Context: an optimization exercise on an open-source flow, tuned for small area. The choices shown serve that exercise and are no tape-out recipe.
In this exercise RTL edits were held to simulation tests only and were not proved equivalent to the original.

== P ==
==> flow/design.v <==
module wmbus_rx (
    input  wire        clk,
    input  wire        rst,           
    input  wire        sync_det,      
    input  wire        overflow,      
    input  wire        in_valid,      
    input  wire [7:0]  in_data,
    input  wire [15:0] now_ms,        
    input  wire [7:0]  rssi,          
    output reg         out_valid,     
    output reg  [7:0]  out_data,
    output wire        ev_valid,      
    output reg  [2:0]  ev_kind,
    output wire        frame_mode,    
    output wire [1:0]  frame_block,   
    output wire [8:0]  frame_len,     
    output reg  [7:0]  frame_rssi,
    output wire [15:0] frame_time     
);
    localparam [2:0] EV_NONE     = 3'd0;
    localparam [2:0] EV_READY    = 3'd1;
    localparam [2:0] EV_OVERFLOW = 3'd2;
    localparam [2:0] EV_TIMEOUT  = 3'd3;
    localparam [2:0] EV_DECFAIL  = 3'd4;
    localparam [2:0] EV_UNCLASS  = 3'd5;
    function [4:0] dec;
        input [5:0] s;
        reg x, e, h0, h1, l0, l1;
        begin
            x  = (s[0] == s[3]) & (s[3] == s[5]);
            h0 = s[5] ^ s[4] ^ s[3];
            h1 = (s[5] & s[4]) | (s[5] & s[3]) | (s[4] & s[3]);
            l0 = s[2] ^ s[1] ^ s[0];
            l1 = (s[2] & s[1]) | (s[2] & s[0]) | (s[1] & s[0]);
            e  = (s[0] == s[2]) & (s[3] == s[5]) & (s[0] ^ s[5]);
            dec = {(h0 ^ l0) & (h1 ^ l1) & ~e, s[5], s[4] ^ x, s[1] ^ x, s[0]};
        end
    endfunction
    function [8:0] inc9;
        input [8:0] a;
        integer i;
        reg c;
        begin
            c = 1'b1;
            for (i = 0; i < 9; i = i + 1) begin
                inc9[i] = a[i] ^ c;
                c = a[i] & c;
            end
        end
    endfunction
    reg        st_hdr;        
    reg        st_data;       
    reg [1:0]  ph;            
    reg [1:0]  blk;           
    reg        bad;           
    reg [7:0]  len;           
    reg [8:0]  cnt;           
    reg [15:0] sync_time;
    wire modet = (blk == 2'd0);
    assign ev_valid    = |ev_kind;
    assign frame_mode  = modet;
    assign frame_block = blk;
    assign frame_len   = cnt;
    assign frame_time  = sync_time;
    wire       p1 = ph[0];
    wire [4:0] dx = dec(p1 ? out_data[7:2]               : {frame_rssi[3:0], in_data[7:6]});
    wire [4:0] dy = dec(p1 ? {out_data[1:0], in_data[7:4]} : in_data[5:0]);
    wire       sym_ok = dx[4] & dy[4];
    wire [7:0] tbyte  = {dx[3:0], dy[3:0]};
    wire       nz  = |len[3:0];
    wire       isa = (blk == 2'd1);
    wire       isb = (blk == 2'd2);
    wire [3:0] kk  = isb ? 4'd0 : len[7:4];
    reg  [7:0] half;
    reg  [7:0] half0;
    always @(*) begin : len_add
        integer i;
        reg c;
        c = nz | isb;
        for (i = 0; i < 8; i = i + 1) begin
            half0[i] = (i < 7 ? len[i+1] : 1'b0) ^ (i < 4 ? kk[i] : 1'b0) ^ c;
            c = ((i < 7 ? len[i+1] : 1'b0) & (i < 4 ? kk[i] : 1'b0)) |
                (((i < 7 ? len[i+1] : 1'b0) ^ (i < 4 ? kk[i] : 1'b0)) & c);
        end
        c = isa;
        for (i = 0; i < 8; i = i + 1) begin
            half[i] = half0[i] ^ c;
            c = half0[i] & c;
        end
    end
    wire       len_hit = (cnt == {half, len[0]});
    reg         timeout;
    always @(*) begin : to_sub
        integer i;
        reg b;
        reg [15:0] d;
        b = 1'b0;
        for (i = 0; i < 16; i = i + 1) begin
            d[i] = now_ms[i] ^ sync_time[i] ^ b;
            b = (~now_ms[i] & sync_time[i]) | (~(now_ms[i] ^ sync_time[i]) & b);
        end
        timeout = (|d[15:6]) | (d[5] & d[4] & (d[3] | d[2] | (d[1] & d[0])));
    end
    wire        is54 = (in_data == 8'h54);
    reg        n_hdr, n_data;
    reg [1:0]  n_ph, n_blk;
    reg        n_bad;
    reg [7:0]  n_len;
    reg [8:0]  n_cnt;
    reg        n_ov;
    reg [7:0]  n_od;
    reg [2:0]  n_ev;
    wire       ph2  = ph[1];
    reg        lcopy;         
    wire       last = st_data ? len_hit : (modet ? (len == 8'd0) : (in_data == 8'd0));
    always @(*) begin
        n_ph  = ph;
        n_blk = blk;
        n_bad = bad;
        n_len = len;
        n_cnt = cnt;
        n_od  = out_data;
        n_ov  = 1'b0;
        if (in_valid) begin
            n_ph = ph2 ? 2'd0 : {1'b0, ph[0]} + 2'd1;
            if (!st_data) begin
                case (ph)
                    2'd0: begin
                        n_blk = is54 ? 2'd3 : 2'd0;
                        n_ov  = is54;
                        n_od  = in_data;
                    end
                    2'd1: begin
                        n_ov = 1'b1;
                        if (!modet) begin
                            n_blk = (in_data == 8'hCD) ? 2'd1 :
                                    (in_data == 8'h3D) ? 2'd2 : 2'd3;
                            n_od  = in_data;
                        end else begin
                            n_od  = tbyte;
                            n_bad = ~sym_ok;
                        end
                    end
                    default: begin
                        if (modet) begin
                            n_ov  = ~last;
                            n_od  = tbyte;
                        end else begin
                            n_ov  = 1'b1;
                            n_od  = in_data;
                        end
                    end
                endcase
            end else if (!modet) begin
                n_ov  = 1'b1;
                n_od  = in_data;
            end else if (ph == 2'd0) begin
                n_od = in_data;
            end else begin
                n_bad = bad | ~sym_ok;
                n_ov  = 1'b1;
                n_od  = tbyte;
            end
        end
        if (in_valid && !st_data && ph == 2'd0)
            n_cnt = {8'd0, is54};
        else if (n_ov)
            n_cnt = inc9(cnt);
        if (lcopy)
            n_len = out_data;
        if (!st_hdr && !st_data) begin
            n_ov = 1'b0;
            n_ph = 2'd0;
        end
        if (rst)
            n_ov = 1'b0;
    end
    always @(*) begin
        n_hdr  = st_hdr;
        n_data = st_data;
        n_ev   = EV_NONE;
        if (st_hdr) begin
            if (timeout) begin
                n_ev  = EV_TIMEOUT;
                n_hdr = 1'b0;
            end else if (overflow) begin
                n_ev  = EV_OVERFLOW;
                n_hdr = 1'b0;
            end else if (in_valid && ph2) begin
                if (blk == 2'd3 || (modet && (bad || !sym_ok))) begin
                    n_ev = EV_UNCLASS;
                end else begin
                    n_hdr = 1'b0;
                    if (last)
                        n_ev = EV_READY;
                    else
                        n_data = 1'b1;
                end
            end
        end else if (st_data) begin
            if (overflow) begin
                n_ev   = EV_OVERFLOW;
                n_data = 1'b0;
            end else if (in_valid && (!modet || ph != 2'd0) && last) begin
                n_ev   = (modet && (bad || !sym_ok)) ? EV_DECFAIL : EV_READY;
                n_data = 1'b0;
            end
        end else begin
            n_hdr = !overflow && sync_det;
        end
        if (rst) begin
            n_hdr  = 1'b0;
            n_data = 1'b0;
            n_ev   = EV_NONE;
        end
    end
    always @(posedge clk) begin
        st_hdr     <= n_hdr;
        st_data    <= n_data;
        ph         <= n_ph;
        blk        <= n_blk;
        bad        <= n_bad;
        len        <= n_len;
        cnt        <= n_cnt;
        out_valid  <= n_ov;
        lcopy      <= in_valid & ~st_data & (modet ? ph[0] : ph2);
        out_data   <= n_od;
        ev_kind    <= n_ev;
        frame_rssi[7:4] <= rssi[7:4];
        if (!(modet && ph == 2'd2 && !in_valid))
            frame_rssi[3:0] <= (in_valid && modet && ph == 2'd1 && !(st_data && last)) ?
                               in_data[3:0] : rssi[3:0];
        if (!st_hdr && !st_data)
            sync_time <= now_ms;
    end
endmodule
Settings: LEC_CHECK=0, CAP_MARGIN=20, CORE_MARGIN=2, CORE_UTILIZATION=40, SLEW_MARGIN=20; clock period 8.0 ns.
standard.sh (not shown) runs the stock make flow with config.mk's settings and CLKGATE_MAP_FILE= SYNTH_SCRIPT=/design/flow/synth_recipe.tcl, a recipe that flattens the netlist after the stock synthesis.
==> flow/flow/run.sh <==
#!/bin/bash
# The standard layout (standard.sh), with three changes:
#  - synthesis maps the logic with an area-oriented ABC script (flow/abc_map.script)
#    in place of ORFS's delay-oriented one; everything else in synthesis, and so
#    every register, is as in the standard synthesis;
#  - port buffers are sky130_fd_sc_hd__buf_1;
#  - the clock tree uses clkbuf_4 and no dummy loads.
set -euo pipefail
W=$(pwd)
rm -rf "$W/scripts_local"
cp -r "$FLOW_HOME/scripts" "$W/scripts_local"
cp "$W/flow/abc_map.script" "$W/scripts_local/abc_speed.script"
export SCRIPTS_DIR="$W/scripts_local"
export BUFFER_PORTS_ARGS="-buffer_cell sky130_fd_sc_hd__buf_1"
export CTS_ARGS="-sink_clustering_enable -repair_clock_nets -dont_use_dummy_load -buf_list sky130_fd_sc_hd__clkbuf_4"
bash standard.sh > flow_make.log 2>&1
==> flow/flow/abc_map.script <==
strash
dch -f
amap
topo
P ended with every stage complete and zero timing, DRC or antenna violations.
### P -> Q
==> flow/flow/run.sh <==
#!/bin/bash
# The standard layout (standard.sh), with these changes:
#  - synthesis maps all the logic with an area-oriented ABC script
#    (flow/abc_map.script) in place of ORFS's delay-oriented one, and leaves
#    adders to ABC too (no full/half-adder cell extraction); everything else
#    in synthesis, and so every register, is as in the standard synthesis;
#  - port buffers are sky130_fd_sc_hd__buf_1;
#  - the clock tree uses clkbuf_4 and no dummy loads.
# make's output goes to flow_make.log; each ORFS step logs under orfs/logs.
set -euo pipefail
W=$(pwd)
rm -rf "$W/scripts_local"
cp -r "$FLOW_HOME/scripts" "$W/scripts_local"
cp "$W/flow/abc_map.script" "$W/scripts_local/abc_speed.script"
export SCRIPTS_DIR="$W/scripts_local"
export ADDER_MAP_FILE=
export BUFFER_PORTS_ARGS="-buffer_cell sky130_fd_sc_hd__buf_1"
export CTS_ARGS="-sink_clustering_enable -repair_clock_nets -dont_use_dummy_load -buf_list sky130_fd_sc_hd__clkbuf_4"
bash standard.sh > flow_make.log 2>&1
==> flow/flow/abc_map.script <==
strash
dch -f
amap
strash
dch -f
amap
strash
dch -f
amap
topo
### Flow results
Number of signal-net inverters in the final layout was lower in the run labelled P. As far as fraction of area in clock buffers and inverters is concerned, Q and P perform about the same. Routed wire in Q totals more than in P.
## Diff of input files: R against Q
==> flow/flow/run.sh <==
#!/bin/bash
set -euo pipefail
export BUFFER_PORTS_ARGS="-buffer_cell sky130_fd_sc_hd__buf_1"
export CTS_ARGS="-sink_clustering_enable -repair_clock_nets -dont_use_dummy_load -buf_list sky130_fd_sc_hd__clkbuf_4"
bash standard.sh > flow_make.log 2>&1
removed: flow/flow/abc_map.script
Results
Diff Q and R: global-route usage higher in Q
R reports a lower layout overhead on the synthesized area than Q does.
Utilization after layout, Q and R, lower one = R.
Q has higher register clock-pin slew on the reported worst setup and hold paths than R.
Relative to Q, the initial detailed-routing violation count measured on R has decreased by more than a quarter.
Clock skew: Q vs R, no meaningful difference

[static timing again, ports no longer ideal]
How much do the figures lean on ideal ports? The routed layouts below were timed once more, with nothing changed but the port constraints. Step 1 sets driving cells, clkbuf_16 on the clock port and buf_2 on the other inputs (assumed; they add their load-dependent delay and slew). Step 2 moves the port delays by t, midway between the first and last clock arrival at a register: inputs arrive t later, outputs are due t later. That takes back most of the time a late clock gives input paths. Three values: no drivers, after step 1, after step 2; two values: the first two.
| run | t (ns) | slack for setup (ns) | clock arrival spread, ns | cell pins on the clock port's net |
|---|---|---|---|---|
| P | 0.418 | 0.370 / 0.376 / -0.042 | 0.030 / 0.030 | 1 |
| Q | 0.413 | 2.047 / 2.050 / 1.637 | 0.034 / 0.035 | 1 |
| R | 0.429 | 0.493 / 0.495 / 0.066 | 0.038 / 0.038 | 1 |
With both steps, setup timing fails in P, where it was met with ideal ports. For R, which loses most, drivers alone change the setup slack by +0.002 ns; drivers and shift together by -0.427 ns.
